What follows belongs to an exercise in optimizing a design on an open flow for small area, a short achievable clock period and few clock cycles; a production flow would make more cautious choices.
No activity file was given, so power comes from the tool's default toggle rates.

job 101:
Design p1load_sync, start of the top module:
module p1load_sync (
    input  wire        clk,
    input  wire        rst,
    input  wire        cmd_valid,
    output wire        cmd_ready,
    input  wire [71:0] cmd_data,
    output reg         rsp_valid,
    output wire [2:0]  rsp_status,
    output wire [31:0] rsp_data,
    output wire        trst_req,
    input  wire        trst_ack,
    output wire        tx_valid,
    input  wire        tx_ready,
    output wire [7:0]  tx_data,
    output wire        tx_last,
    output wire        rx_req,
    output wire [3:0]  rx_max,
    output wire [31:0] rx_timeout,
    input  wire        rx_valid,
    input  wire [7:0]  rx_data,
    input  wire        rx_last,
    input  wire        rx_empty,
    output reg         prog_valid,
    output reg  [2:0]  prog_phase,
    output wire [31:0] prog_offset,
    output wire [31:0] prog_total,
    output wire [12:0] img_addr,
    input  wire [31:0] img_data,
    input  wire [31:0] img_len
);
==> flow/config.mk <==
export PLATFORM = sky130hd
export DESIGN_NAME = p1load_sync
export DESIGN_NICKNAME = p1load_sync
export VERILOG_FILES = /design/flow/design.v
export SDC_FILE = /design/flow/constraint.sdc
export NUM_CORES = 4
export LEC_CHECK = 0
export CAP_MARGIN = 20
export CORE_MARGIN = 2
export CORE_UTILIZATION = 45
export SETUP_SLACK_MARGIN = 5.0
export SLEW_MARGIN = 20
==> flow/constraint.sdc <==
create_clock -name core_clock -period 8.0 [get_ports {clk}]
set_input_delay 1.6000 -clock core_clock [delete_from_list [all_inputs] [get_ports {clk}]]
set_output_delay 1.6000 -clock core_clock [all_outputs]
set_load 0.01 [all_outputs]
run.sh (not shown) runs the stock make flow with config.mk's settings and CLKGATE_MAP_FILE= SYNTH_SCRIPT=/design/flow/synth_recipe.tcl, a recipe that flattens the netlist after the stock synthesis.
Looking at the reports, job 101 completed the entire flow and the layout it produced met the timing, design-rule and antenna checks.
Here is what was changed in the inputs of job 102 compared with job 101.
-- flow/design.v --
<<< job 101, line 53
    reg [7:0]  version;
    reg [127:0] txbuf;          
    reg [4:0]  txcur;
    reg [7:0]  rxbit;           
>>> job 102, line 53
    reg [7:0]  version;
    reg [127:0] txbuf;          
    reg [3:0]  rp;              
    reg [4:0]  txcur;
    reg [7:0]  rxbit;           
<<< job 101, line 69
    reg        a0z;
    reg        k1;              
    reg [31:0] a;               
    reg [13:0] szw;             
>>> job 102, line 70
    reg        a0z;
    reg        k1;              
    reg        k0;
    reg [31:0] a;               
    reg [13:0] szw;             
<<< job 101, line 101
    wire ofree = !tv || tx_ready;
    wire [31:0] src = (wp == WP_IMG) ? img_data :
                      (wp == WP_CNT) ? {18'd0, szw} : a;
    reg  [2:0] fld;
    always @(*) begin
>>> job 102, line 103
    wire ofree = !tv || tx_ready;
    wire [31:0] src = (wp == WP_IMG) ? img_data :
                      (wp == WP_CNT) ? {18'd0, szw} :
                      (wp == WP_KIND) ? {30'd0, k1, k0} : a;
    reg  [2:0] fld;
    always @(*) begin
<<< job 101, line 200
    wire db = rq ? rx_data[0] : win_val;
    wire nxt_free = (txcur == 5'd0);
    wire [4:0] txp_sum = {1'b0, ix} + txcur;
    wire txp_pend = txp_sum[4] || txcur[4];
    wire ring_app = (state == ST_STORE) && !txcur[4];
    wire ring_rot = (state == ST_TXP) && (!txp_pend || ofree);
    always @(posedge clk) begin
        if (ring_app || ring_rot)
            txbuf <= {ring_app ? gbyte : txbuf[7:0], txbuf[127:8]};
    end
    always @(posedge clk) begin
>>> job 102, line 203
    wire db = rq ? rx_data[0] : win_val;
    wire nxt_free = (txcur == 5'd0);
    wire ring_app = (state == ST_STORE) && !txcur[4] && (rp == txcur[3:0]);
    wire txp_go   = (state == ST_TXP) && (rp == ix) && ofree;
    always @(posedge clk) begin
        txbuf <= {ring_app ? gbyte : txbuf[7:0], txbuf[127:8]};
        rp    <= rst ? 4'd0 : rp + 4'd1;
    end
    always @(posedge clk) begin
<<< job 101, line 324
                                    wp   <= WP_KIND;
                                    k1   <= a[1];
                                    cnt  <= 14'd0;
                                    ackn <= 2'd1;
>>> job 102, line 325
                                    wp   <= WP_KIND;
                                    k1   <= a[1];
                                    k0   <= a[0];
                                    a    <= 32'd400;
                                    cnt  <= 14'd0;
                                    ackn <= 2'd1;
<<< job 101, line 349
                end
                ST_TXP: begin
                    if (!txp_pend || ofree) begin
                        if (txp_pend) begin
                            tv   <= 1'b1;
                            tdat <= txbuf[7:0];
                            tl   <= (ix == 4'd15) && (txcur[4] || cm == OP_FLUSH);
                        end
                        ix <= ix + 4'd1;
                        if (ix == 4'd15) begin
                            if (cm == OP_FLUSH || txcur[4])
                                txcur <= 5'd0;
>>> job 102, line 352
                end
                ST_TXP: begin
                    if (txp_go) begin
                        tv   <= 1'b1;
                        tdat <= txbuf[7:0];
                        tl   <= (ix == 4'd15) ||
                                ({1'b0, ix} == txcur - 5'd1 && cm == OP_FLUSH);
                        ix   <= ix + 4'd1;
                        if ({1'b0, ix} == txcur - 5'd1) begin
                            ix <= 4'd0;
                            if (cm == OP_FLUSH || txcur[4])
                                txcur <= 5'd0;
<<< job 101, line 371
                    if (txcur[4]) begin
                        go(ST_TXP);
                    end else begin
                        txcur <= txcur + 5'd1;
                        if (gfinal) go(ST_TXW);
>>> job 102, line 374
                    if (txcur[4]) begin
                        go(ST_TXP);
                    end else if (ring_app) begin
                        txcur <= txcur + 5'd1;
                        if (gfinal) go(ST_TXW);
<<< job 101, line 385
                            if (gm == GM_WORD && cm == OP_LOAD_IMAGE) begin
                                gm <= GM_F9;
                                a  <= 32'd400;
                            end else begin
                                go(ST_TXW);
>>> job 102, line 388
                            if (gm == GM_WORD && cm == OP_LOAD_IMAGE) begin
                                gm <= GM_F9;
                            end else begin
                                go(ST_TXW);
<<< job 101, line 485
                default: go(ST_IDLE);
            endcase
            if ((state == ST_TXS && ofree) || (state == ST_STORE && !txcur[4])) begin
                case (gm)
                    GM_HS: begin
>>> job 102, line 487
                default: go(ST_IDLE);
            endcase
            if ((state == ST_TXS && ofree) || ring_app) begin
                case (gm)
                    GM_HS: begin
## What came out
- Summary of job 102 over job 101: fill cell instance count of the final layout went down 4.9%; count of state elements after synthesis rose by about 1.7%.
- Count of cells resized by post-cts repair: job 102 vs job 101 down 2
- Per the comparison of job 102 with job 101, proportion of power drawn by the clock network saw an increase, power shrank by 230 uW, sequential fraction of total cell area went down.
- Job 102 vs. job 101: number of cells on the worst reg-to-reg path went down 4, CTS sink count up about 1.7%, via count lower, number of max-cap violations held steady.
- simple AND/OR/NAND/NOR gates as the dominant combinational cell family by area after synthesis was reported by job 102, and compound AO/OA/AOI/OAI gates by job 101.
- Diff job 101 -> job 102 | number of buffers added for setup after CTS | down by more than 10%
- Fraction of the mapped netlist area in simple logic gates delta for job 102 relative to job 101: 1.7 points higher
- Job 102 vs job 101 — final wirelength dropped by a few percent
- On number of buffers created by CTS, the lower figure sits with job 102, not job 101.
Function was not checked in any run of this note: the RTL went through the layout flow alone.

separate check: timing with driven ports:
Ports are ideal in the flow. The routed layouts listed here were re-timed in OpenROAD. Step 1, drivers: a clkbuf_16 drives clk and a buf_2 each remaining input, both assumed. Step 2 times the ports against the registers' clock, not the clock port: input delays grow and output delays shrink by t, the midpoint of the rising clock arrivals with the driver on. a / b / c = ideal ports / drivers / drivers and shift; a / b = the first two.
run	t, ns	setup WS [ns]	hold slack, ns	pins driven straight from the clock port
job 101	0.619	4.765 / 4.709 / 4.350	0.416 / 0.416 / 0.416	1
job 102	0.608	4.824 / 4.771 / 4.304	0.316 / 0.316 / 0.316	1
After both steps setup and hold are still met in every run listed. For job 102, which loses most, drivers alone change the setup slack by -0.053 ns; drivers and shift together by -0.520 ns.
